From an optimization exercise on the open Yosys and OpenROAD flow, aimed at small area, a short achievable clock period and few clock cycles per item; shortcuts taken in it are not production practice.
Function was checked by simulation only, so behaviour that the tests miss may differ from the original.
Power figures rest on the tool's default switching activity, not on a simulated workload.

===== flow/design.v =====
module hashed_core (
    input  wire        clk,
    input  wire        rst,
    input  wire        cmd_valid,
    output wire        cmd_ready,
    input  wire [7:0]  cmd_op,
    input  wire [31:0] cmd_arg,
    output wire        mem_rd,
    output wire [15:0] mem_addr,
    input  wire [7:0]  mem_rdata,
    output wire [11:0] status,
    output wire [4:0]  digest_count,
    input  wire [4:0]  digest_idx,
    output wire [31:0] digest_data
);
    localparam [15:0] MOD = 16'd65521;
    localparam [1:0] PH_FRESH = 2'd0, PH_ACC = 2'd1, PH_FINAL = 2'd2;
    localparam [7:0] NUL = 8'h00, LF = 8'h0A, CR = 8'h0D;
    localparam QN = 9;
    localparam W  = 2;
    localparam WB = (W == 1) ? 1 : (W == 2) ? 1 : 2;
    localparam NG = 20 / W;
    localparam GB = (NG > 16) ? 5 : (NG > 8) ? 4 : 3;
    localparam [2:0] M_DONE = 3'd0, M_ANCHOR = 3'd1, M_SCAN = 3'd2,
                     M_ORD = 3'd3, M_RUN = 3'd4, M_FEMIT = 3'd5, M_AEMIT = 3'd6;
    reg        ready;
    reg [1:0]  phase;
    reg        fault;
    reg [3:0]  fault_code;
    reg        has_anchor, fin;
    reg [15:0] lo, hi;
    reg [3:0]  ab;              
    reg        s_ge8;           
    reg [2:0]  mode;
    reg [2:0]  acnt;
    reg [1:0]  rtype;           
    reg [1:0]  rl;              
    reg        rbig;            
    reg [7:0]  q [0:QN-1];
    reg [3:0]  qn;
    reg        rd;
    reg [15:0] raddr;
    reg [15:0] rrem;            
    reg        vld;             
    reg [31:0] phys [0:19];
    reg [GB-1:0] lab [0:NG-1];  
    wire [GB-1:0] g = lab[0];
    reg  [19:0]   vb;           
    reg [4:0]  len;
    reg [4:0]  cur;
    reg        pend_v;
    reg [31:0] pend;            
    reg        seen0;
    reg [GB-1:0] mc;
    reg        ms;
    assign cmd_ready    = ready;
    assign mem_rd       = rd;
    assign mem_addr     = raddr;
    assign status       = {fault_code, 3'b000, fault, fin, has_anchor, phase};
    assign digest_count = len;
    reg  [19:0] sel;
    reg  [NG-1:0] gsel;
    reg  [31:0] dd;
    integer m, jj;
    always @(*) begin
        for (m = 0; m < NG; m = m + 1) begin
            gsel[m] = ((digest_idx / W) == lab[m]);
            for (jj = 0; jj < W; jj = jj + 1)
                sel[W*m+jj] = gsel[m] && ((digest_idx % W) == jj) && vb[W*m+jj];
        end
        dd = 32'd0;
        for (m = 0; m < 20; m = m + 1)
            dd = dd | (phys[m] & {32{sel[m]}});
    end
    assign digest_data = dd;
    wire [7:0] b   = q[0];
    wire       hv  = (qn != 4'd0);
    wire       cls = (b == NUL) || (b == LF) || (b == CR);
    wire [16:0] lo_sum = {1'b0, lo} + {9'd0, b};
    wire [15:0] lo_n   = (lo_sum >= {1'b0, MOD}) ? lo_sum[15:0] - MOD : lo_sum[15:0];
    wire [17:0] t0 = {2'b00, hi} + {2'b00, lo} + {10'd0, b};
    wire [18:0] t1 = {1'b0, t0} - {3'b000, MOD};
    wire [18:0] t2 = {1'b0, t0} - {2'b00, MOD, 1'b0};
    wire [15:0] hi_n = !t2[18] ? t2[15:0] : !t1[18] ? t1[15:0] : t0[15:0];
    wire [3:0]  ab_n   = ab[3] ? ab : ab + 4'd1;
    wire [5:0] left_lo  = {2'b00, rrem[3:0]} + {2'b00, qn} + {5'd0, vld};
    wire       rrem_hi  = (rrem[15:4] != 12'd0);
    wire       left_gt8 = rrem_hi || (left_lo > 6'd8);
    wire       left_nz  = rrem_hi || (left_lo != 6'd0);
    wire       thr_ok   = fin ? left_nz : left_gt8;
    wire       last     = !rrem_hi && (left_lo == 6'd1);
    wire [7:0] r_exp = rtype[1] ? (rl[0] ? LF : CR) : rtype[0] ? LF : NUL;
    wire       r_match = (b == r_exp);
    reg        act_absorb, act_ckreset, act_save, act_pop, act_tail;
    reg        em_req;
    reg [31:0] em_val;
    reg [2:0]  mode_n;
    reg        set_anchor;
    reg [1:0]  tail_n;
    always @(*) begin
        act_absorb  = 1'b0;
        act_ckreset = 1'b0;
        act_save    = 1'b0;
        act_pop     = 1'b0;
        act_tail    = 1'b0;
        em_req      = 1'b0;
        em_val      = {hi, lo};
        mode_n      = mode;
        set_anchor  = 1'b0;
        tail_n      = rl + 2'd1;
        case (mode)
        M_ANCHOR: if (hv) begin
            act_absorb = 1'b1;
            act_pop    = 1'b1;
            if (acnt == 3'd7 || last)
                mode_n = M_AEMIT;
        end
        M_AEMIT: begin
            em_req      = 1'b1;
            em_val      = {hi, lo};
            act_ckreset = 1'b1;
            set_anchor  = 1'b1;
            mode_n      = M_SCAN;
        end
        M_SCAN, M_ORD, M_RUN: begin
            if (mode == M_RUN && hv && r_match) begin
                act_pop = 1'b1;
                if (!rbig && rl == 2'd3) begin
                    em_req      = s_ge8;
                    em_val      = pend;
                    act_ckreset = 1'b1;
                end else if (!rbig) begin
                    act_absorb = 1'b1;
                end
                if (last) begin
                    act_tail = !fin && (rbig || rl == 2'd3) && (tail_n != 2'd0);
                    mode_n   = fin ? M_FEMIT : M_DONE;
                end
            end else if (mode == M_ORD && hv && !cls) begin
                act_absorb = 1'b1;
                act_pop    = 1'b1;
                if (last)
                    mode_n = fin ? M_FEMIT : M_DONE;
            end else if (mode == M_SCAN && !thr_ok) begin
                mode_n = fin ? M_FEMIT : M_DONE;
            end else if (hv) begin
                if (!thr_ok) begin
                    mode_n = fin ? M_FEMIT : M_DONE;
                end else begin
                    act_absorb = 1'b1;
                    act_pop    = 1'b1;
                    act_save   = cls;
                    mode_n     = last ? (fin ? M_FEMIT : M_DONE) : (cls ? M_RUN : M_ORD);
                end
            end
        end
        M_FEMIT: begin
            em_req = ab[3];
            em_val = {hi, lo};
            mode_n = M_DONE;
        end
        default: ;
        endcase
    end
    wire stall = (em_req || (act_save && ab[3])) && pend_v;
    wire [31:0] hw [0:W-1];
    wire [31:0] nw [0:W-1];
    genvar gj;
    generate
        for (gj = 0; gj < W; gj = gj + 1) begin : g_hw
            assign hw[gj] = phys[gj];
            if (gj < W - 1)
                assign nw[gj] = phys[gj+1];
            else
                assign nw[gj] = (g == NG - 1) ? pend : phys[W];
        end
    endgenerate
    wire [5:0]  sbase = W * g;
    reg  [W-1:0] hitv;
    reg  [31:0] tail_in [0:W-1];
    reg         op_done, op_append, sweep_first, sweep_any;
    wire        full = (len == 5'd20);
    wire        in_grp = (g == len / W);
    wire        hit = |hitv;
    integer j;
    always @(*) begin
        for (j = 0; j < W; j = j + 1) begin
            hitv[j]    = (hw[j] == pend) && vb[j];
            tail_in[j] = hw[j];
        end
        op_done     = 1'b0;
        op_append   = 1'b0;
        sweep_first = 1'b0;
        sweep_any   = 1'b0;
        if (pend_v) begin
            if (!full) begin
                if (hit) begin
                    op_done = 1'b1;
                end else if (in_grp && (seen0 || g == 0)) begin
                    for (j = 0; j < W; j = j + 1)
                        if (len % W == j)
                            tail_in[j] = pend;
                    op_done   = 1'b1;
                    op_append = 1'b1;
                end
            end else if (mc != NG) begin
                op_done = hit;
            end else if (ms || g == cur / W) begin
                sweep_first = !ms;
                sweep_any   = 1'b1;
                op_done     = (g == NG - 1);
                for (j = 0; j < W; j = j + 1) begin
                    if (ms || (sbase + j) > cur)
                        tail_in[j] = nw[j];
                    else if ((sbase + j) == cur)
                        tail_in[j] = hw[j] ^ nw[j];
                end
            end
        end
    end
    wire pend_v_n = (pend_v && !op_done) || (em_req && !pend_v);
    integer k;
    always @(posedge clk) begin
        for (k = 0; k < 20 - W; k = k + 1)
            phys[k] <= phys[k+W];
        for (k = 0; k < W; k = k + 1)
            phys[20-W+k] <= tail_in[k];
    end
    always @(posedge clk) begin
        if (rst) begin
            for (k = 0; k < NG; k = k + 1)
                lab[k] <= k;
            vb     <= 20'd0;
            len    <= 5'd0;
            cur    <= 5'd1;
            pend_v <= 1'b0;
        end else begin
            for (k = 0; k < NG - 1; k = k + 1)
                lab[k] <= lab[k+1];
            lab[NG-1] <= lab[0];
            vb <= {vb[W-1:0], vb[19:W]};
            if (pend_v && op_append)
                for (k = 0; k < W; k = k + 1)
                    if (len % W == k)
                        vb[20-W+k] <= 1'b1;
            if (pend_v) begin
                seen0 <= seen0 || (g == 0);
                if (mc != NG)
                    mc <= mc + 1;
                if (sweep_first)
                    ms <= 1'b1;
                if (op_append)
                    len <= len + 5'd1;
                if (sweep_any && op_done)
                    cur <= (cur == 5'd19) ? 5'd1 : cur + 5'd1;
                if (op_done)
                    pend_v <= 1'b0;
            end else if (act_save && !ready) begin
                pend   <= {hi, lo};
            end else if (em_req && !ready) begin
                pend_v <= 1'b1;
                pend   <= em_val;
                seen0  <= 1'b0;
                mc     <= 0;
                ms     <= 1'b0;
            end
            if (ready && cmd_valid && is_init) begin
                vb     <= 20'd0;
                len    <= 5'd0;
                cur    <= 5'd1;
            end
        end
    end
    wire is_init  = (cmd_op == 8'h01) && (cmd_arg == 32'd0);
    wire is_upd   = (cmd_op == 8'h02) && (cmd_arg[31:16] == 16'd0);
    wire is_final = (cmd_op == 8'h03) && (cmd_arg == 32'd0);
    wire legal    = is_init || is_upd || is_final;
    wire fire     = ready && cmd_valid;
    wire [15:0] arg_len = cmd_arg[15:0];
    wire [16:0] n_upd   = {13'd0, qn} + {1'b0, arg_len};
    wire start_upd = fire && !(fault && !is_init) && legal && !is_init &&
                     phase != PH_FINAL && is_upd && arg_len != 16'd0;
    wire start_fin = fire && !(fault && !is_init) && legal && !is_init &&
                     phase != PH_FINAL && is_final;
    wire       go      = !stall;
    wire       pop     = act_pop && go;
    wire       tail_wr = act_tail && go;
    wire [15:0] rrem_n = rd ? rrem - 16'd1 : rrem;
    wire        space  = ({1'b0, qn} + {4'd0, vld} + {4'd0, rd}) <= (QN - 1 + pop);
    wire        rd_n   = (rrem_n != 16'd0) && space;
    wire [3:0]  wpos   = qn - {3'd0, pop};
    wire [2:0]  mode_next = go ? mode_n : mode;
    wire done_n = (mode_next == M_DONE) && (rrem_n == 16'd0) && !rd && !pend_v_n;
    wire [7:0] tpat0 = rtype[1] ? CR : rtype[0] ? LF : NUL;
    wire [7:0] tpat1 = rtype[1] ? LF : rtype[0] ? LF : NUL;
    always @(posedge clk) begin
        if (tail_wr) begin
            q[0] <= tpat0;
            q[1] <= tpat1;
            q[2] <= tpat0;
        end else begin
            for (k = 0; k < QN; k = k + 1) begin
                if (vld && wpos == k)
                    q[k] <= mem_rdata;
                else if (pop)
                    q[k] <= (k == QN - 1) ? q[k] : q[k+1];
            end
        end
    end
    always @(posedge clk) begin
        if (rst) begin
            ready      <= 1'b1;
            phase      <= PH_FRESH;
            fault      <= 1'b0;
            fault_code <= 4'd0;
            has_anchor <= 1'b0;
            fin        <= 1'b0;
            lo         <= 16'd1;
            hi         <= 16'd0;
            ab         <= 4'd0;
            mode       <= M_DONE;
            qn         <= 4'd0;
            rd         <= 1'b0;
            rrem       <= 16'd0;
            vld        <= 1'b0;
        end else if (ready) begin
            if (fire) begin
                if (fault && !is_init) begin
                end else if (!legal) begin
                    fault      <= 1'b1;
                    fault_code <= 4'd1;
                end else if (is_init) begin
                    phase      <= PH_FRESH;
                    fault      <= 1'b0;
                    fault_code <= 4'd0;
                    has_anchor <= 1'b0;
                    fin        <= 1'b0;
                    lo         <= 16'd1;
                    hi         <= 16'd0;
                    ab         <= 4'd0;
                    qn         <= 4'd0;
                end else if (phase == PH_FINAL) begin
                    fault      <= 1'b1;
                    fault_code <= 4'd2;
                end else if (is_upd) begin
                    if (arg_len != 16'd0) begin
                        phase <= PH_ACC;
                        ready <= 1'b0;
                        rd    <= 1'b1;
                        raddr <= 16'd0;
                        rrem  <= arg_len;
                        acnt  <= 3'd0;
                        mode  <= has_anchor ? M_SCAN :
                                 (n_upd >= 17'd8) ? M_ANCHOR : M_DONE;
                    end
                end else begin
                    fin   <= 1'b1;
                    phase <= PH_FINAL;
                    ready <= 1'b0;
                    acnt  <= 3'd0;
                    mode  <= has_anchor ? M_SCAN :
                             (qn != 4'd0) ? M_ANCHOR : M_FEMIT;
                end
            end
        end else begin
            rd   <= rd_n;
            vld  <= rd;
            rrem <= rrem_n;
            if (rd)
                raddr <= raddr + 16'd1;
            if (tail_wr)
                qn <= {2'b00, tail_n};
            else
                qn <= qn + {3'd0, vld} - {3'd0, pop};
            if (go) begin
                mode <= mode_n;
                if (mode == M_ANCHOR && act_pop)
                    acnt <= acnt + 3'd1;
                if (set_anchor)
                    has_anchor <= 1'b1;
                if (act_save) begin
                    s_ge8 <= ab[3];
                    rtype <= {b == CR, b == LF};
                    rl    <= 2'd1;
                    rbig  <= 1'b0;
                end else if (mode == M_RUN && act_pop) begin
                    rl <= rl + 2'd1;
                    if (rl == 2'd3)
                        rbig <= 1'b1;
                end
                if (act_ckreset) begin
                    lo <= 16'd1;
                    hi <= 16'd0;
                    ab <= 4'd0;
                end else if (act_absorb) begin
                    lo <= lo_n;
                    hi <= hi_n;
                    ab <= ab_n;
                end
            end
            if (done_n)
                ready <= 1'b1;
        end
    end
endmodule

===== flow/run.sh =====
#!/bin/bash
# synth_recipe.tcl (not shown) runs the flow's synth.tcl, then flattens the netlist and writes it again
# the make line also repeats each setting of config.mk as NAME=value (left out here)
make -C /OpenROAD-flow-scripts/flow DESIGN_CONFIG=/design/flow/config.mk WORK_HOME=/design/flow/orfs CLKGATE_MAP_FILE= SYNTH_SCRIPT=/design/flow/synth_recipe.tcl finish

===== flow/config.mk =====
export PLATFORM = sky130hd
export DESIGN_NAME = hashed_core
export DESIGN_NICKNAME = hashed_core
export VERILOG_FILES = /design/flow/design.v
export SDC_FILE = /design/flow/constraint.sdc
export NUM_CORES = 4
export LEC_CHECK = 0
export CAP_MARGIN = 20
export CORE_MARGIN = 2
export CORE_UTILIZATION = 62
export CTS_CLUSTER_DIAMETER = 80
export CTS_CLUSTER_SIZE = 26
export SETUP_SLACK_MARGIN = 4.8
export SLEW_MARGIN = 20

===== flow/constraint.sdc =====
create_clock -name core_clock -period 10.0 [get_ports {clk}]
set_input_delay 2.0000 -clock core_clock [delete_from_list [all_inputs] [get_ports {clk}]]
set_output_delay 2.0000 -clock core_clock [all_outputs]
set_load 0.01 [all_outputs]

==> flow_summary.html, run 1 <==
<table>
<tr><th>Metric</th><th>Value</th></tr>
<tr><th colspan="2">Synth</th></tr>
<tr><td>Average cell area after synthesis</td><td>10.6 um2</td></tr>
<tr><td>Proportion of synthesized chip area in sequential cells</td><td>54.7%</td></tr>
<tr><td>Top flip-flop cell by instance count after synthesis</td><td>sky130_fd_sc_hd__dfxtp_1</td></tr>
<tr><td>Synthesized flop and latch total</td><td>915</td></tr>
<tr><td>Cells taking the most area after synthesis</td><td>sky130_fd_sc_hd__dfxtp_1, sky130_fd_sc_hd__edfxtp_1, sky130_fd_sc_hd__a22o_1</td></tr>
<tr><td>Netlist cell types</td><td>103</td></tr>
<tr><td>Cell count after synthesis</td><td>3375</td></tr>
<tr><td>Area share of the largest cell type after synthesis</td><td>43.4%</td></tr>
<tr><td>Share of flip-flops with an asynchronous set or reset</td><td>0%</td></tr>
<tr><td>Largest area contributor in the netlist</td><td>sky130_fd_sc_hd__dfxtp_1</td></tr>
<tr><td>Warnings from Yosys</td><td>5</td></tr>
<tr><td>Post-synth EDFFs</td><td>135</td></tr>
<tr><td>Post-Syn Area</td><td>35900 um2</td></tr>
<tr><th colspan="2">Layout</th></tr>
<tr><td>Layout cell share with drive strength beyond 1</td><td>17.6%</td></tr>
<tr><td>Total area of sequential cells</td><td>19700 um2</td></tr>
<tr><td>Total area of multi-input combinational cells</td><td>16800 um2</td></tr>
<tr><td>Layout overhead on the synthesized area</td><td>20.3%</td></tr>
<tr><td>Filler Cells Inserted</td><td>3801</td></tr>
<tr><td>Final standard cell area without fillers</td><td>43200 um2</td></tr>
<tr><td>Net total in the final layout</td><td>3730</td></tr>
<tr><td>Post-layout instance count excluding filler cells</td><td>4372</td></tr>
<tr><th colspan="2">Global route</th></tr>
<tr><td>First-pass GRT wire length</td><td>181 mm</td></tr>
<tr><td>Number of global-route vias before repair</td><td>28907</td></tr>
<tr><td>Pin count of the biggest net entering global routing</td><td>80</td></tr>
<tr><td>Initial antenna violation count</td><td>3</td></tr>
<tr><td>Grt total ovfl</td><td>0</td></tr>
<tr><td>GRT Util Overall</td><td>40.1%</td></tr>
<tr><th colspan="2">Min path</th></tr>
<tr><td>Hold Path Class</td><td>reg -&gt; reg</td></tr>
<tr><th colspan="2">STA</th></tr>
<tr><td>Total Neg Setup Slack</td><td>0 ps</td></tr>
<tr><td>Final count of negative-setup-slack endpoints</td><td>0</td></tr>
<tr><td>Final number of hold-violating endpoints</td><td>0</td></tr>
<tr><td>Setup repair after global routing missed its margin</td><td>true</td></tr>
<tr><td>Final clock period utilization by the worst path</td><td>62.0%</td></tr>
<tr><td>Slew at the pin with the worst max-slew slack</td><td>1210 ps</td></tr>
<tr><td>Timing-limited maximum frequency</td><td>161 MHz</td></tr>
<tr><td>Relative slew slack</td><td>19.1%</td></tr>
<tr><td>Count of pins over their slew limit</td><td>0</td></tr>
<tr><td>Worst clock skew</td><td>48.8 ps</td></tr>
<tr><td>Min cycle time layout</td><td>6200 ps</td></tr>
<tr><th colspan="2">Critical path</th></tr>
<tr><td>Data arrival time at the worst-slack endpoint</td><td>4200 ps</td></tr>
<tr><td>Crit path launch type</td><td>input pin</td></tr>
<tr><td>Buffers plus inverters on the worst setup path</td><td>4</td></tr>
<tr><td>List of cells traversed by the critical path</td><td>buf_16, xor2_2, nor4_4, and3b_2, buf_12, buf_4, a22o_1, a221oi_2, nand4_1, buf_2</td></tr>
<tr><td>Data required time at the worst endpoint</td><td>8000 ps</td></tr>
<tr><td>Delay of the slowest critical-path stage</td><td>450 ps</td></tr>
<tr><td>CP max-delay cell</td><td>sky130_fd_sc_hd__a221oi_2</td></tr>
<tr><td>Critical path class</td><td>in -&gt; out</td></tr>
<tr><td>Worst-path fanout max</td><td>7</td></tr>
<tr><td>Element type at the critical path end</td><td>output port</td></tr>
<tr><td>Kind of cell adding the most delay to the critical path</td><td>compound AO/OA/AOI/OAI gates</td></tr>
<tr><td>Worst reg2reg setup slack</td><td>5010 ps</td></tr>
<tr><th colspan="2">Placed design</th></tr>
<tr><td>Input/output buffers</td><td>117</td></tr>
<tr><td>Placed Cells</td><td>4087</td></tr>
<tr><td>Post-placement cell area</td><td>37800 um2</td></tr>
<tr><td>Routability congestion estimate from global placement</td><td>0.939</td></tr>
<tr><td>Detailed placer's ending HPWL</td><td>67.4 mm</td></tr>
<tr><th colspan="2">Clocking</th></tr>
<tr><td>Maximum clock insertion buffer count</td><td>3</td></tr>
<tr><td>CTS HTree Levels</td><td>2</td></tr>
<tr><td>Clock tree from TritonCTS</td><td>done</td></tr>
<tr><td>Number of clock sinks</td><td>915</td></tr>
<tr><td>Root Driver</td><td>sky130_fd_sc_hd__clkbuf_16</td></tr>
<tr><td>TritonCTS Buffers</td><td>45</td></tr>
<tr><td>Reg clk slew, reported paths</td><td>100 ps</td></tr>
<tr><td>Cts hold-fix bufs</td><td>0</td></tr>
<tr><td>Clock network latency to the later pin of the worst-skew pair</td><td>680 ps</td></tr>
<tr><th colspan="2">Floorplanning</th></tr>
<tr><td>Area enclosed by the die boundary</td><td>59900 um2</td></tr>
<tr><td>Cell row count</td><td>88</td></tr>
<tr><td>Overall die height</td><td>245 um</td></tr>
<tr><td>Starting utilization of the core area</td><td>62.5%</td></tr>
<tr><td>Core area</td><td>57500 um2</td></tr>
<tr><td>Die span in x</td><td>245 um</td></tr>
<tr><td>Num ports</td><td>123</td></tr>
<tr><th colspan="2">Routing</th></tr>
<tr><td>Vias post-DR</td><td>29593</td></tr>
<tr><td>Final routed wire length divided by cell count</td><td>28.3 um</td></tr>
<tr><td>Starting DRT DRC Count</td><td>3775</td></tr>
<tr><td>Routed wire length</td><td>124 mm</td></tr>
<tr><td>Antenna viol nets, final</td><td>0</td></tr>
<tr><td>Average vias per placed instance</td><td>6.77</td></tr>
<tr><td>DRC violation count after routing</td><td>0</td></tr>
<tr><td>Number of optimization iterations in the first detailed-route pass</td><td>7</td></tr>
<tr><th colspan="2">Flow run</th></tr>
<tr><td>Count of max-cap constraint violations</td><td>0</td></tr>
<tr><th colspan="2">Power and ir drop</th></tr>
<tr><td>Standby leakage power</td><td>16.1 nW</td></tr>
<tr><td>Maximum resistive drop on vdd</td><td>0.177 mV</td></tr>
<tr><td>P per Cell Area</td><td>139 nW/um2</td></tr>
<tr><th colspan="2">Run status</th></tr>
<tr><td>Status</td><td>timing/DRC/antenna clean</td></tr>
</table>
cells in the final DEF (no fill, tap or decap), types with 20 or more instances in the layout:
master,instances
sky130_fd_sc_hd__nor3_1,34
sky130_fd_sc_hd__nor2b_1,49
sky130_fd_sc_hd__clkdlybuf4s50_1,79
sky130_fd_sc_hd__and3_1,50
sky130_fd_sc_hd__ha_1,72
sky130_fd_sc_hd__and2_1,34
sky130_fd_sc_hd__xnor2_1,91
sky130_fd_sc_hd__mux2i_1,32
sky130_fd_sc_hd__clkbuf_16,45
sky130_fd_sc_hd__a21oi_1,144
sky130_fd_sc_hd__a22oi_1,64
sky130_fd_sc_hd__o21ai_0,124
sky130_fd_sc_hd__nor4_1,23
sky130_fd_sc_hd__dfxtp_1,776
sky130_fd_sc_hd__buf_2,33
sky130_fd_sc_hd__a221oi_2,54
sky130_fd_sc_hd__xor2_4,22
sky130_fd_sc_hd__a22oi_2,20
sky130_fd_sc_hd__nor2_1,143
sky130_fd_sc_hd__inv_1,47
sky130_fd_sc_hd__xor2_1,93
sky130_fd_sc_hd__a21o_1,33
sky130_fd_sc_hd__o21ai_1,21
sky130_fd_sc_hd__buf_12,70
sky130_fd_sc_hd__nand3_1,46
sky130_fd_sc_hd__a221oi_1,75
sky130_fd_sc_hd__buf_4,127
sky130_fd_sc_hd__nand4_1,60
sky130_fd_sc_hd__buf_6,26
sky130_fd_sc_hd__nand2_1,322
sky130_fd_sc_hd__edfxtp_1,135
sky130_fd_sc_hd__mux2_2,42
sky130_fd_sc_hd__a22o_1,190
logic make-up (layout without fill, tap and decap cells):
kind of cell / Yosys count / in the layout / synth area share [%]
AOI/OAI and AO/OA: 893 / 893 / 18.3
muxes: 74 / 74 / 2.21
and+or+nand+nor: 917 / 924 / 12.9
buffers and inverters: 258 / 478 / 2.84
xor gates and xnor gates: 228 / 228 / 5.63
adders and majority gates: 89 / 89 / 3.40
other: 1 / 6 / 0.0104
DFF: 915 / 915 / 54.7
path summary, 6_finish.rpt:
check	from	to	depth (start not counted)
worst max-delay path	digest_idx[1]	digest_data[2]	10
worst min-delay path	phys[10][25]	phys[8][25]	0
worst max register to register	qn[0]	q[4][6]	15
worst min register to register	phys[10][25]	phys[8][25]	0
flip-flops by register name, indices dropped and copies added, names as in the netlist, 2 cells and up:
| signal | cells |
|---|---|
| qn | 4 |
| acnt | 3 |
| mc | 4 |
| len | 5 |
| phys | 640 |
| lab | 40 |
| vb | 20 |
| mode | 3 |
| hi | 16 |
| fault_code | 2 |
| rl | 2 |
| raddr | 16 |
| lo | 16 |
| cur | 5 |
| rtype | 2 |
| ab | 4 |
| pend | 32 |
| phase | 2 |
| rrem | 16 |
| q | 72 |
routing by layer:
layer  global-route usage [%]  share of wire (%)
met1                     48.6                 36
met3                     10.3                 11
met4                     26.5                8.2
met2                     63.4                 45
met5                   0.0817              0.078
synthesized netlist by cell type (17+ instances only):
cell type and instances:
sky130_fd_sc_hd__dfxtp_1 780, sky130_fd_sc_hd__nand2_1 326, sky130_fd_sc_hd__a22o_1 190, sky130_fd_sc_hd__clkbuf_1 165, sky130_fd_sc_hd__nor2_1 151, sky130_fd_sc_hd__a21oi_1 148
sky130_fd_sc_hd__edfxtp_1 135, sky130_fd_sc_hd__xor2_1 133, sky130_fd_sc_hd__a221oi_1 128, sky130_fd_sc_hd__o21ai_0 128, sky130_fd_sc_hd__xnor2_1 93, sky130_fd_sc_hd__a22oi_1 84
sky130_fd_sc_hd__ha_1 72, sky130_fd_sc_hd__and3_1 60, sky130_fd_sc_hd__nand4_1 60, sky130_fd_sc_hd__nor2b_1 49, sky130_fd_sc_hd__inv_1 48, sky130_fd_sc_hd__nand3_1 48
sky130_fd_sc_hd__mux2_2 42, sky130_fd_sc_hd__nor3_1 39, sky130_fd_sc_hd__and2_1 36, sky130_fd_sc_hd__nor4_1 34, sky130_fd_sc_hd__a21o_1 33, sky130_fd_sc_hd__mux2i_1 32
sky130_fd_sc_hd__buf_1 24, sky130_fd_sc_hd__o21ai_1 21, sky130_fd_sc_hd__or2_2 19, sky130_fd_sc_hd__or3_1 19, sky130_fd_sc_hd__a31oi_1 17, sky130_fd_sc_hd__o211ai_1 17
metrics by stage:
step	worst slack, ps	util [%]	power [mW]	hold WS [ps]
6_report	3800	75.2	6.02	321
5_1_grt	3830	75.2	6.15	326
4_1_cts	4040	74.3	5.98	335
3_5_place_dp	2100	65.8	3.92	335
3_3_place_gp	2170	65.8	3.91	333
2_1_floorplan	4520	-	3.87	331
where the power goes:
part,switching (mW),leakage (nW),internal [mW]
Clock,1.26,0.666,0.869
Sequential,0.0151,7.54,3.72
Combinational,0.0847,7.87,0.0694
layout make-up:
type,count,share of cell area [%]
inverters,49,0.425
diodes,1,0.00579
flip-flops and latches,915,45.5
multi-input cells,2213,38.8
repair buffers,363,9.91
clock buffers,50,2.67
well taps,765,2.21
clock inverters,16,0.431
what timing repair did:
| action | 4_1_cts | 5_1_grt |
|---|---|---|
| endpoints found under the setup margin | 168 | 150 |
| cloned | 22 | 0 |
| buffers inserted | 173 | 23 |
| pin swaps | 83 | 42 |
| hold endpoints to repair | 0 | 0 |
| resized for setup | 454 | 55 |
Testbench counts, summed over its fixed seeds: cycles 61,940, bytes 55,928.
==> run 2: changes to the inputs <==
--- a/flow/config.mk
+++ b/flow/config.mk
@@ -7,8 +7,6 @@
 export LEC_CHECK = 0
 export CAP_MARGIN = 20
 export CORE_MARGIN = 2
-export CORE_UTILIZATION = 62
-export CTS_CLUSTER_DIAMETER = 80
-export CTS_CLUSTER_SIZE = 26
+export CORE_UTILIZATION = 70
 export SETUP_SLACK_MARGIN = 4.8
 export SLEW_MARGIN = 20
==> run 2 against run 1 <==
The flow now stops in global routing. Synthesized area unchanged. Synthesized cell count did not move.
==> flow_summary.html, run 2 <==
<table>
<tr><th>Metric</th><th>Value</th></tr>
<tr><th colspan="2">Synth</th></tr>
<tr><td>Cells taking the most area after synthesis</td><td>sky130_fd_sc_hd__dfxtp_1, sky130_fd_sc_hd__edfxtp_1, sky130_fd_sc_hd__a22o_1 (unchanged)</td></tr>
<tr><td>Largest family of logic cells by synthesized area</td><td>compound AO/OA/AOI/OAI gates (unchanged)</td></tr>
<tr><td>Top flip-flop cell by instance count after synthesis</td><td>sky130_fd_sc_hd__dfxtp_1 (unchanged)</td></tr>
<tr><td>Multiplexer share of the synthesized area</td><td>2.21% (unchanged)</td></tr>
<tr><td>List of most frequent post-synthesis cells</td><td>sky130_fd_sc_hd__dfxtp_1, sky130_fd_sc_hd__nand2_1, sky130_fd_sc_hd__a22o_1, sky130_fd_sc_hd__clkbuf_1, sky130_fd_sc_hd__nor2_1 (unchanged)</td></tr>
<tr><td>Netlist cell types</td><td>103 (unchanged)</td></tr>
<tr><td>Warnings from Yosys</td><td>5 (unchanged)</td></tr>
<tr><td>Largest area contributor in the netlist</td><td>sky130_fd_sc_hd__dfxtp_1 (unchanged)</td></tr>
<tr><td>Synthesized flop and latch total</td><td>915 (unchanged)</td></tr>
<tr><td>Compound-Gate Fraction of Synth Area</td><td>18.3% (unchanged)</td></tr>
<tr><td>Cell count after synthesis</td><td>3375 (unchanged)</td></tr>
<tr><td>Post-Syn Area</td><td>35900 um2 (unchanged)</td></tr>
<tr><td>Post-synthesis xor/xnor area fraction</td><td>5.63% (unchanged)</td></tr>
<tr><td>Average cell area after synthesis</td><td>10.6 um2 (unchanged)</td></tr>
<tr><td>Share of synthesized cell area in full adder, half adder and majority cells</td><td>3.40% (unchanged)</td></tr>
<tr><td>Share of flip-flops with an asynchronous set or reset</td><td>0% (unchanged)</td></tr>
<tr><td>Top-count cell post-synth</td><td>sky130_fd_sc_hd__dfxtp_1 (unchanged)</td></tr>
<tr><td>Basic-gate share of the synthesized area counting and, or, nand and nor cells</td><td>12.9% (unchanged)</td></tr>
<tr><td>Post-synth EDFFs</td><td>135 (unchanged)</td></tr>
<tr><td>Area share of the largest cell type after synthesis</td><td>43.4% (unchanged)</td></tr>
<tr><td>Proportion of synthesized chip area in sequential cells</td><td>54.7% (unchanged)</td></tr>
<tr><th colspan="2">Floorplanning</th></tr>
<tr><td>Cell row count</td><td>83 (was 88)</td></tr>
<tr><td>Overall die height</td><td>231 um (was 245 um)</td></tr>
<tr><td>Die span in x</td><td>231 um (was 245 um)</td></tr>
<tr><td>Num ports</td><td>123 (unchanged)</td></tr>
<tr><td>Starting utilization of the core area</td><td>70.5% (was 62.5%)</td></tr>
<tr><th colspan="2">Clocking</th></tr>
<tr><td>Number of clock sinks</td><td>915 (unchanged)</td></tr>
<tr><td>Maximum clock insertion buffer count</td><td>3 (unchanged)</td></tr>
<tr><td>TritonCTS Buffers</td><td>89 (was 45)</td></tr>
<tr><td>CTS HTree Levels</td><td>3 (was 2)</td></tr>
<tr><td>Root Driver</td><td>sky130_fd_sc_hd__clkbuf_16 (unchanged)</td></tr>
<tr><td>Cts hold-fix bufs</td><td>0 (unchanged)</td></tr>
<tr><th colspan="2">STA</th></tr>
<tr><td>Last worst endpoint in the global-route repair_timing</td><td>digest_data[31]</td></tr>
<tr><td>Worst EP Category</td><td>top-level output</td></tr>
<tr><th colspan="2">Global route</th></tr>
<tr><td>Grt total ovfl</td><td>178</td></tr>
<tr><td>GRT Util Overall</td><td>77.2%</td></tr>
<tr><td>Pin count of the biggest net entering global routing</td><td>80</td></tr>
<tr><th colspan="2">Placed design</th></tr>
<tr><td>Routability congestion estimate from global placement</td><td>0.985 (was 0.939)</td></tr>
<tr><td>Post-placement cell area</td><td>37700 um2 (was 37800 um2)</td></tr>
<tr><td>Detailed placer's ending HPWL</td><td>66.3 mm (was 67.4 mm)</td></tr>
<tr><td>Input/output buffers</td><td>117 (unchanged)</td></tr>
<tr><th colspan="2">Run status</th></tr>
<tr><td>Error Message</td><td>[ERROR GRT-0232] Routing congestion too high. Check the congestion heatmap in the GUI.</td></tr>
<tr><td>Failed at</td><td>global routing</td></tr>
<tr><td>Status</td><td>aborted with a tool error (was timing/DRC/antenna clean)</td></tr>
</table>
run 2: metrics by stage:
step / total power [mW] / instances / setup slack (ps)
2_1_floorplan: 3.87 / 3379 / 4520
3_3_place_gp: 3.91 / 3998 / 2120
3_5_place_dp: 3.92 / 3998 / 1960
4_1_cts: 7.55 / 4348 / 4040
run 2: metal layers:
| metal | global-route usage [%] | GRT overflow |
|---|---|---|
| met1 | 78.6 | 3 |
| met2 | 92.3 | 88 |
| met3 | 62.9 | 7 |
| met4 | 72.1 | 80 |
| met5 | 42.0 | 0 |
run 2: cell families after synthesis:
logic type               after synthesis
AND/OR/NAND/NOR                      917
flip-flops                           915
AO/OA/AOI/OAI                        893
buffers and inverters                258
XOR/XNOR                             228
adder cells (fa/ha/maj)               89
multiplexers                          74
other                                  1
run 2: worst max-delay path by stage:
| stage | slack, ps | startpoint | cells after the start | end |
|---|---|---|---|---|
| 2_1_floorplan | 4520 | digest_idx[3] | 10 | digest_data[11] |
| 3_3_place_gp | 2120 | digest_idx[1] | 10 | digest_data[17] |
| 3_5_place_dp | 1960 | digest_idx[3] | 10 | digest_data[17] |
| 4_1_cts | 4040 | digest_idx[3] | 12 | digest_data[18] |
run 2: timing repair:
item                                    in CTS
setup buffers                              166
endpoints found under the setup margin     168
pin swaps                                   79
gates resized for setup                    464
cloned                                      21
run 2: power groups by stage:
stage | Clock, mW | Sequential, mW | Combinational (mW)
floorplan | 0 | 3.82 | 0.0574
global placement | 0 | 3.82 | 0.0954
detailed placement | 0 | 3.82 | 0.0985
CTS | 3.66 | 3.74 | 0.150
==> run 3: changes to the inputs <==
--- a/flow/design.v
+++ b/flow/design.v
@@ -43,8 +43,8 @@
     reg [15:0] rrem;            
     reg        vld;             
     reg [31:0] phys [0:19];
-    reg [GB-1:0] lab [0:NG-1];  
-    wire [GB-1:0] g = lab[0];
+    reg [NG-1:0] gh;            
+    reg [GB-1:0] g;
     reg  [19:0]   vb;           
     reg [4:0]  len;
     reg [4:0]  cur;
@@ -64,7 +64,10 @@
     integer m, jj;
     always @(*) begin
         for (m = 0; m < NG; m = m + 1) begin
-            gsel[m] = ((digest_idx / W) == lab[m]);
+            gsel[m] = 1'b0;
+            for (jj = 0; jj < NG; jj = jj + 1)
+                if ((digest_idx / W) == jj && gh[(jj - m + NG) % NG])
+                    gsel[m] = 1'b1;
             for (jj = 0; jj < W; jj = jj + 1)
                 sel[W*m+jj] = gsel[m] && ((digest_idx % W) == jj) && vb[W*m+jj];
         end
@@ -228,16 +231,15 @@
     end
     always @(posedge clk) begin
         if (rst) begin
-            for (k = 0; k < NG; k = k + 1)
-                lab[k] <= k;
+            g  <= 0;
+            gh <= 1;
             vb     <= 20'd0;
             len    <= 5'd0;
             cur    <= 5'd1;
             pend_v <= 1'b0;
         end else begin
-            for (k = 0; k < NG - 1; k = k + 1)
-                lab[k] <= lab[k+1];
-            lab[NG-1] <= lab[0];
+            g  <= (g == NG - 1) ? 0 : g + 1;
+            gh <= {gh[NG-2:0], gh[NG-1]};
             vb <= {vb[W-1:0], vb[19:W]};
             if (pend_v && op_append)
                 for (k = 0; k < W; k = k + 1)
--- a/flow/config.mk
+++ b/flow/config.mk
@@ -7,6 +7,8 @@
 export LEC_CHECK = 0
 export CAP_MARGIN = 20
 export CORE_MARGIN = 2
-export CORE_UTILIZATION = 70
-export SETUP_SLACK_MARGIN = 4.8
+export CORE_UTILIZATION = 62
+export CTS_CLUSTER_DIAMETER = 80
+export CTS_CLUSTER_SIZE = 26
+export SETUP_SLACK_MARGIN = 4.6
 export SLEW_MARGIN = 20
==> run 3 against run 2 <==
The run now finishes clean. Synthesized area down 2.2%. Synthesized cell count down 1.2%.
==> flow_summary.html, run 3 <==
<table>
<tr><th>Metric</th><th>Value</th></tr>
<tr><th colspan="2">Floorplanning</th></tr>
<tr><td>Overall die height</td><td>242 um (was 231 um)</td></tr>
<tr><td>Cell row count</td><td>87 (was 83)</td></tr>
<tr><td>Core area</td><td>56200 um2</td></tr>
<tr><td>Num ports</td><td>123 (unchanged)</td></tr>
<tr><td>Area enclosed by the die boundary</td><td>58600 um2</td></tr>
<tr><td>Die span in x</td><td>242 um (was 231 um)</td></tr>
<tr><td>Starting utilization of the core area</td><td>62.6% (was 70.5%)</td></tr>
<tr><th colspan="2">Clocking</th></tr>
<tr><td>Clock tree from TritonCTS</td><td>done</td></tr>
<tr><td>Maximum clock insertion buffer count</td><td>3 (unchanged)</td></tr>
<tr><td>Reg clk slew, reported paths</td><td>100 ps</td></tr>
<tr><td>Clock network latency to the later pin of the worst-skew pair</td><td>640 ps</td></tr>
<tr><td>Cts hold-fix bufs</td><td>0 (unchanged)</td></tr>
<tr><td>Number of clock sinks</td><td>889 (was 915)</td></tr>
<tr><td>Root Driver</td><td>sky130_fd_sc_hd__clkbuf_16 (unchanged)</td></tr>
<tr><td>TritonCTS Buffers</td><td>44 (was 89)</td></tr>
<tr><td>CTS HTree Levels</td><td>2 (was 3)</td></tr>
<tr><th colspan="2">Routing</th></tr>
<tr><td>Routed wire length</td><td>113 mm</td></tr>
<tr><td>Vias post-DR</td><td>28845</td></tr>
<tr><td>Starting DRT DRC Count</td><td>3540</td></tr>
<tr><td>Number of optimization iterations in the first detailed-route pass</td><td>8</td></tr>
<tr><td>Average vias per placed instance</td><td>6.69</td></tr>
<tr><td>Antenna viol nets, final</td><td>0</td></tr>
<tr><td>DRC violation count after routing</td><td>0</td></tr>
<tr><td>Final routed wire length divided by cell count</td><td>26.2 um</td></tr>
<tr><th colspan="2">Power and ir drop</th></tr>
<tr><td>Logic pwr share</td><td>2.6%</td></tr>
<tr><td>P per Cell Area</td><td>141 nW/um2</td></tr>
<tr><td>Internal</td><td>4.54 mW</td></tr>
<tr><td>Sequential cell fraction of total power</td><td>62.4%</td></tr>
<tr><td>Maximum resistive drop on vdd</td><td>0.162 mV</td></tr>
<tr><td>Switching pwr</td><td>1.29 mW</td></tr>
<tr><td>Net switching fraction of the power</td><td>22.1%</td></tr>
<tr><td>Standby leakage power</td><td>15.3 nW</td></tr>
<tr><td>Clock group share of total power</td><td>34.9%</td></tr>
<tr><th colspan="2">Synth</th></tr>
<tr><td>Average cell area after synthesis</td><td>10.5 um2 (was 10.6 um2)</td></tr>
<tr><td>Proportion of synthesized chip area in sequential cells</td><td>54.5% (was 54.7%)</td></tr>
<tr><td>Netlist cell types</td><td>105 (was 103)</td></tr>
<tr><td>Share of flip-flops with an asynchronous set or reset</td><td>0% (unchanged)</td></tr>
<tr><td>Area share of the largest cell type after synthesis</td><td>42.9% (was 43.4%)</td></tr>
<tr><td>Post-Syn Area</td><td>35200 um2 (was 35900 um2)</td></tr>
<tr><td>Synthesized flop and latch total</td><td>889 (was 915)</td></tr>
<tr><td>Post-synth EDFFs</td><td>135 (unchanged)</td></tr>
<tr><td>Cell count after synthesis</td><td>3334 (was 3375)</td></tr>
<tr><td>Top-count cell post-synth</td><td>sky130_fd_sc_hd__dfxtp_1 (unchanged)</td></tr>
<tr><td>Warnings from Yosys</td><td>4 (was 5)</td></tr>
<tr><td>List of most frequent post-synthesis cells</td><td>sky130_fd_sc_hd__dfxtp_1, sky130_fd_sc_hd__nand2_1, sky130_fd_sc_hd__a22oi_1, sky130_fd_sc_hd__nor2_1, sky130_fd_sc_hd__clkbuf_1 (was sky130_fd_sc_hd__dfxtp_1, sky130_fd_sc_hd__nand2_1, sky130_fd_sc_hd__a22o_1, sky130_fd_sc_hd__clkbuf_1, sky130_fd_sc_hd__nor2_1)</td></tr>
<tr><td>Top flip-flop cell by instance count after synthesis</td><td>sky130_fd_sc_hd__dfxtp_1 (unchanged)</td></tr>
<tr><td>Largest area contributor in the netlist</td><td>sky130_fd_sc_hd__dfxtp_1 (unchanged)</td></tr>
<tr><td>Cells taking the most area after synthesis</td><td>sky130_fd_sc_hd__dfxtp_1, sky130_fd_sc_hd__edfxtp_1, sky130_fd_sc_hd__a22oi_1 (was sky130_fd_sc_hd__dfxtp_1, sky130_fd_sc_hd__edfxtp_1, sky130_fd_sc_hd__a22o_1)</td></tr>
<tr><th colspan="2">STA</th></tr>
<tr><td>Final count of negative-setup-slack endpoints</td><td>0</td></tr>
<tr><td>Relative slew slack</td><td>25.7%</td></tr>
<tr><td>Timing-limited maximum frequency</td><td>150 MHz</td></tr>
<tr><td>Min cycle time layout</td><td>6680 ps</td></tr>
<tr><td>Worst clock skew</td><td>43.2 ps</td></tr>
<tr><td>Final number of hold-violating endpoints</td><td>0</td></tr>
<tr><td>Setup repair after global routing missed its margin</td><td>true</td></tr>
<tr><td>Total Neg Setup Slack</td><td>0 ps</td></tr>
<tr><td>Count of pins over their slew limit</td><td>0</td></tr>
<tr><td>Slew at the pin with the worst max-slew slack</td><td>1110 ps</td></tr>
<tr><td>Final clock period utilization by the worst path</td><td>66.8%</td></tr>
<tr><th colspan="2">Layout</th></tr>
<tr><td>Filler Cells Inserted</td><td>3918</td></tr>
<tr><td>Total area of multi-input combinational cells</td><td>16100 um2</td></tr>
<tr><td>Registers with the most flip-flops</td><td>phys: 640 flops, q: 72 flops, pend: 32 flops</td></tr>
<tr><td>Net total in the final layout</td><td>3680</td></tr>
<tr><td>Total area of sequential cells</td><td>19200 um2</td></tr>
<tr><td>Leading cell type in the layout, fill and taps excluded</td><td>sky130_fd_sc_hd__dfxtp_1</td></tr>
<tr><td>Max FFs per register</td><td>640</td></tr>
<tr><td>Layout cell share with drive strength beyond 1</td><td>16.6%</td></tr>
<tr><td>Register with the most flip-flops</td><td>phys</td></tr>
<tr><td>Most frequent cells in the layout</td><td>sky130_fd_sc_hd__dfxtp_1, sky130_fd_sc_hd__nand2_1, sky130_fd_sc_hd__a22oi_1, sky130_fd_sc_hd__nor2_1, sky130_fd_sc_hd__o21ai_0</td></tr>
<tr><td>Core Util, Final</td><td>73.6%</td></tr>
<tr><td>Layout overhead on the synthesized area</td><td>17.7%</td></tr>
<tr><th colspan="2">Critical path</th></tr>
<tr><td>Crit path launch type</td><td>input pin</td></tr>
<tr><td>Worst-path fanout max</td><td>7</td></tr>
<tr><td>Register-to-Register Path Depth</td><td>19</td></tr>
<tr><td>Data required time at the worst endpoint</td><td>8000 ps</td></tr>
<tr><td>Critical path class</td><td>in -&gt; out</td></tr>
<tr><td>Element type at the critical path end</td><td>output port</td></tr>
<tr><td>Worst reg2reg setup slack</td><td>4930 ps</td></tr>
<tr><td>Data arrival time at the worst-slack endpoint</td><td>4680 ps</td></tr>
<tr><th colspan="2">Placed design</th></tr>
<tr><td>Input/output buffers</td><td>117 (unchanged)</td></tr>
<tr><td>Routability congestion estimate from global placement</td><td>0.931 (was 0.985)</td></tr>
<tr><td>Detailed placer's ending HPWL</td><td>67.4 mm (was 66.3 mm)</td></tr>
<tr><th colspan="2">Global route</th></tr>
<tr><td>GRT Util Overall</td><td>37.0%</td></tr>
<tr><td>Initial antenna violation count</td><td>2</td></tr>
<tr><td>Pin count of the biggest net entering global routing</td><td>65</td></tr>
<tr><td>First-pass GRT wire length</td><td>169 mm</td></tr>
<tr><td>Number of global-route vias before repair</td><td>27925</td></tr>
<tr><td>Grt total ovfl</td><td>0</td></tr>
<tr><th colspan="2">Flow run</th></tr>
<tr><td>Count of max-cap constraint violations</td><td>0</td></tr>
<tr><th colspan="2">Min path</th></tr>
<tr><td>Worst hold path stage count</td><td>0</td></tr>
<tr><td>Hold Path Class</td><td>reg -&gt; reg</td></tr>
<tr><th colspan="2">Run status</th></tr>
<tr><td>Status</td><td>timing/DRC/antenna clean (was aborted with a tool error)</td></tr>
</table>
[run 3: cell types whose count changed after synthesis, moves of 16 or more]
| cell | previous run | this run |
|---|---|---|
| sky130_fd_sc_hd__a222oi_1 | 0 | 19 |
| sky130_fd_sc_hd__a22o_1 | 190 | 99 |
| sky130_fd_sc_hd__xor2_1 | 133 | 108 |
| sky130_fd_sc_hd__a221oi_1 | 128 | 100 |
| sky130_fd_sc_hd__nor2b_1 | 49 | 25 |
| sky130_fd_sc_hd__dfxtp_1 | 780 | 754 |
| sky130_fd_sc_hd__and3_1 | 60 | 30 |
| sky130_fd_sc_hd__nand2_1 | 326 | 343 |
| sky130_fd_sc_hd__a22oi_1 | 84 | 206 |
| sky130_fd_sc_hd__a21o_1 | 33 | 17 |
| sky130_fd_sc_hd__nand3_1 | 48 | 64 |
[run 3: worst max-delay path: stages]
cell	delay [ps]
sky130_fd_sc_hd__buf_12	110
sky130_fd_sc_hd__nor4bb_4	160
sky130_fd_sc_hd__buf_4	160
sky130_fd_sc_hd__a22o_1	200
sky130_fd_sc_hd__a221oi_2	170
sky130_fd_sc_hd__nand4_1	200
sky130_fd_sc_hd__and3b_2	310
sky130_fd_sc_hd__buf_12	170
sky130_fd_sc_hd__a22o_1	220
sky130_fd_sc_hd__a221oi_4	190
sky130_fd_sc_hd__nand4_1	160
sky130_fd_sc_hd__a221oi_2	230
sky130_fd_sc_hd__nand4_1	190
sky130_fd_sc_hd__buf_2	190
[run 3: what timing repair did]
item / 4_1_cts / 5_1_grt
resized for setup: 325 / 89
endpoints found under the setup margin: 158 / 187
pin swaps: 68 / 73
endpoints found under the hold margin: 0 / 0
gates cloned: 15 / 5
setup buffers: 97 / 51
[run 3: worst paths after layout]
| path | endpoint | start |
|---|---|---|
| worst min-delay path | phys[4][3] | phys[6][3] |
| worst max-delay path | digest_data[30] | digest_idx[2] |
| worst min register to register | phys[4][3] | phys[6][3] |
| worst max register to register | q[6][5] | qn[0] |
[run 3: through the flow]
stage | power (mW) | cell area [um2] | std cells | worst slack, ps | hold WS, ps
2_1_floorplan | 3.79 | 35700 | 3338 | 3880 | 330
3_3_place_gp | 3.84 | 37300 | 4075 | 1670 | 333
3_5_place_dp | 3.84 | 37300 | 4075 | 1580 | 337
4_1_cts | 5.82 | 40400 | 4251 | 3420 | 342
5_1_grt | 5.97 | 41400 | 4308 | 3210 | 351
6_report | 5.82 | 41400 | 4309 | 3320 | 330
[run 3: logic make-up (layout without fill, tap and decap cells)]
group	Yosys count	count (layout)	share of synthesized area, %
AO/OA/AOI/OAI	904	904	18.6
XOR/XNOR	192	192	4.78
adder cells (fa/ha/maj)	90	90	3.52
buffers and inverters	254	464	3.07
flip-flops	889	889	54.5
multiplexers	71	71	2.17
other	1	6	0.0107
AND/OR/NAND/NOR	933	937	13.3
[run 3: cell type report]
type | instances | share of cell area (%)
antenna | 1 | 0.00605
clock buffer | 52 | 2.73
clock inverter | 12 | 0.414
inverter | 60 | 0.554
multi-input combinational | 2199 | 38.9
sequential | 889 | 46.3
tap | 756 | 2.29
timing repair buffer | 340 | 8.80
[run 3: per-layer routing]
layer	track usage (%)	vias up	wire, um
li1	-	12758	-
met4	19.9	2	7090
met1	46.4	14024	43000
met5	0	-	11
met2	60.7	1652	52300
met3	7.08	409	10500
[run 3: power by group through the flow]
| stage | combinational (mW) | clock (mW) | sequential, mW |
|---|---|---|---|
| detailed placement | 0.125 | 0 | 3.72 |
| floorplan | 0.0766 | 0 | 3.71 |
| finish | 0.153 | 2.03 | 3.64 |
| global placement | 0.122 | 0 | 3.72 |
| CTS | 0.144 | 2.04 | 3.63 |
| global route | 0.163 | 2.17 | 3.64 |
Testbench counts of run 3, summed over its fixed seeds: cycles 61,940, bytes 55,928.

## what the ideal ports hide
Ports are ideal in the flow. The routed layouts listed here were re-timed in OpenROAD.
Step 1 assumes that a clkbuf_16 drives the clock port and a buf_2 every other input.
Step 2 also shifts input and output timing later by t, the mid clock arrival at the registers, as if the neighbouring blocks saw the same clock.
Three values: no drivers, after step 1, after step 2; two values: the first two.
run	shift t [ns]	setup slack, ns	hold slack, ns	clock arrival spread, ns	slew at the worst register clock pin (ns)
run 1	0.726	3.803 / 3.585 / 3.585	0.321 / 0.321 / 0.321	0.055 / 0.055	0.11 / 0.11
run 3	0.679	3.321 / 3.224 / 3.224	0.330 / 0.330 / 0.330	0.043 / 0.043	0.10 / 0.10
After both steps setup and hold are still met in every run listed. For run 1, which loses most, drivers alone change the setup slack by -0.218 ns; drivers and shift together by -0.218 ns.
